From an optimization exercise on the open Yosys and OpenROAD flow, aimed at small area, a short achievable clock period and few clock cycles per item; shortcuts taken in it are not production practice.
Function was checked by simulation only, so behaviour that the tests miss may differ from the original.
No activity file was given, so power comes from the tool's default toggle rates.

## P
## anim_frame_encoder
module anim_frame_encoder #(
    parameter NPIX = 4096
) (
    input  wire       clk,
    input  wire       rst,
    input  wire       start,
    input  wire       literal,
    input  wire [2:0] bpp,
    output wire       busy,
    input  wire       pix_valid,
    output wire       pix_ready,
    input  wire [6:0] pix_cur,
    input  wire [6:0] pix_ref,
    output wire       out_valid,
    input  wire       out_ready,
    output wire [7:0] out_data,
    output wire       out_last
);
    localparam N  = 132;               
    localparam PW = $clog2(NPIX + 1);
    localparam M_START = 2'd0;         
    localparam M_SAME  = 2'd1;         
    localparam M_DIFF  = 2'd2;         
    reg        busy_r;
    reg        lit_r;
    reg [2:0]  bpp_r;
    wire       start_take = start & ~busy_r;
    reg        q0_v, q1_v;
    reg [6:0]  q0_val, q1_val;
    reg        q0_eq, q1_eq;
    reg [PW-1:0] in_left;              
    reg        in_nz;                  
    reg        pix_ready_r;
    assign pix_ready = pix_ready_r;
    wire take   = pix_valid & pix_ready;
    wire new_eq = (pix_cur == pix_ref);
    wire all_in = ~in_nz & ~q0_v;      
    reg [7*N-1:0] rval;
    reg [N-1:0]   rstop;
    reg [7:0]     cnt;                 
    reg [7:0]     d;                   
    reg           h1, h2, h3;          
    wire [6:0] v = rval[7*(N-1) +: 7];
    wire       s = rstop[N-1];
    wire [127:0] f;
    assign f[0] = 1'b0;
    genvar gk;
    generate
        for (gk = 1; gk < 128; gk = gk + 1) begin : g_f
            assign f[gk] = rstop[N - 2 - gk];
        end
    endgenerate
    wire        enc_f_n;
    wire [6:0]  enc_k_n;
    ffs128 u_ffs (.x(f), .found(enc_f_n), .idx(enc_k_n));
    reg        enc_f;
    reg [6:0]  enc_k;
    reg        snapok;
    reg [1:0]    mode;
    reg [6:0]    len;                  
    reg          s1, s2;               
    reg          ex_done;
    wire f_ready;
    reg  is_head;                      
    wire rem1   = all_in & (cnt == 8'd1);    
    wire rem_le = all_in & (cnt <= 8'd128);
    wire fin_ok  = (cnt >= 8'd4) | all_in;
  ...
Settings: LEC_CHECK=0, CAP_MARGIN=20, CORE_MARGIN=2, CORE_UTILIZATION=40, SETUP_SLACK_MARGIN=5.0, SLEW_MARGIN=20; clock period 8.0 ns.
run.sh (not shown) runs the stock make flow with config.mk's settings and CLKGATE_MAP_FILE= SYNTH_SCRIPT=/design/flow/synth_recipe.tcl, a recipe that flattens the netlist after the stock synthesis.
P: no failed stages, no open violations at the end
Testbench counts of P, summed over its fixed seeds: cycles 269,844, pixels 262,144.
Edits applied to the flow inputs when going from P to Q:
-- flow/config.mk --
<<< P, line 9
export CORE_MARGIN = 2
export CORE_UTILIZATION = 40
export SETUP_SLACK_MARGIN = 5.0
export SLEW_MARGIN = 20
>>> Q, line 9
export CORE_MARGIN = 2
export CORE_UTILIZATION = 40
export CTS_BUF_LIST = sky130_fd_sc_hd__clkbuf_16
export CTS_CLUSTER_DIAMETER = 80
export CTS_CLUSTER_SIZE = 32
export SETUP_SLACK_MARGIN = 5.0
export SLEW_MARGIN = 20
## What came out
Q: full flow OK, the timing, design-rule and antenna checks passed
Sequential share of layout area up 4.8 points in Q wrt P
On Q: switching power total is about 19% lower than what P gave.
Compared with P, Q ends up with less cell area.
Delta (Q minus P): setup slack flat; number of hold violations in the final report has remained practically unchanged; total wire length after detailed routing down 4.1%.
Synthesis-to-layout area growth ended up 7.8 points lower on Q than on P.
Edits applied to the flow inputs when going from Q to R:
-- flow/config.mk --
<<< Q, line 9
export CORE_MARGIN = 2
export CORE_UTILIZATION = 40
export CTS_BUF_LIST = sky130_fd_sc_hd__clkbuf_16
export CTS_CLUSTER_DIAMETER = 80
export CTS_CLUSTER_SIZE = 32
export SETUP_SLACK_MARGIN = 5.0
export SLEW_MARGIN = 20
>>> R, line 9
export CORE_MARGIN = 2
export CORE_UTILIZATION = 40
export CTS_BUF_LIST = sky130_fd_sc_hd__clkbuf_8
export CTS_CLUSTER_DIAMETER = 60
export CTS_CLUSTER_SIZE = 20
export SETUP_SLACK_MARGIN = 5.0
export SLEW_MARGIN = 20
## What came out
Layout clock buffer count ended up 57% higher on R than on Q. Comparing Q and R, the lower sequential share of layout area is on Q. Post-route cell area across Q and R: no real change. Looking at slowest cell on the critical path, the dfxtp_1 result is from R; the edfxtp_1 one comes from Q. Peak per-stage delay on the critical path in R is 0.03 ns below Q. Relative to Q, fraction of layout instances using a drive strength above 1 has increased by 1.8 points in R. Looking at global routing usage on met3 across Q and R, the one that comes out lower is Q. R vs Q on global-route wire length before repair: R is the higher one.
Inputs modified between R and S:
==> flow/config.mk <==
export PLATFORM = sky130hd
export DESIGN_NAME = anim_frame_encoder
export DESIGN_NICKNAME = anim_frame_encoder
export VERILOG_FILES = /design/flow/design.v
export SDC_FILE = /design/flow/constraint.sdc
export NUM_CORES = 4
export LEC_CHECK = 0
export CAP_MARGIN = 20
export CORE_MARGIN = 2
export CORE_UTILIZATION = 65
export CTS_BUF_LIST = sky130_fd_sc_hd__clkbuf_16
export CTS_CLUSTER_DIAMETER = 80
export CTS_CLUSTER_SIZE = 32
export PLACE_DENSITY = 0.75
export SETUP_SLACK_MARGIN = 5.0
export SLEW_MARGIN = 20
## What came out
Compared with R, in S clock-buffer cell count saw a decrease; final hold slack saw an increase; post-layout total power saw an increase; multi-input gate count saw little to no change; full die area saw a decrease. On share of the cycle needed by the critical path after routing: S sits above R. Worst setup path endpoint = pix_ready: R; worst setup path endpoint = out_last: S. Taking R as the reference, in S total number of sequential cells comparable; minimum setup slack among reg-to-reg paths now larger; final standard cell count with taps included and fillers excluded now smaller. S | stages: all done | timing, DRC, antenna: all pass.

static timing again, ports no longer ideal:
Ports are ideal in the flow. The routed layouts listed here were re-timed in OpenROAD. Step 1: set_driving_cell puts a clkbuf_16 on clk and a buf_2 on each other input, an assumption about the parent block. Step 2 moves the port delays by t, midway between the first and last clock arrival at a register: inputs arrive t later, outputs are due t later. That takes back most of the time a late clock gives input paths. Three values: ideal, step 1, step 2; two values: the first two.
run	t, ns	slack for setup (ns)	hold WS [ns]	worst data-port slew with drivers (ns)
P	0.710	5.089 / 5.030 / 4.476	0.299 / 0.299 / 0.299	0.08
Q	0.666	5.088 / 5.031 / 4.509	0.321 / 0.321 / 0.321	0.07
R	0.734	5.102 / 5.048 / 4.401	0.316 / 0.316 / 0.316	0.07
S	0.668	5.049 / 4.993 / 4.516	0.326 / 0.326 / 0.326	0.03
After both steps every run listed still meets setup and hold. For R, which loses most, drivers alone change the setup slack by -0.054 ns; drivers and shift together by -0.701 ns.
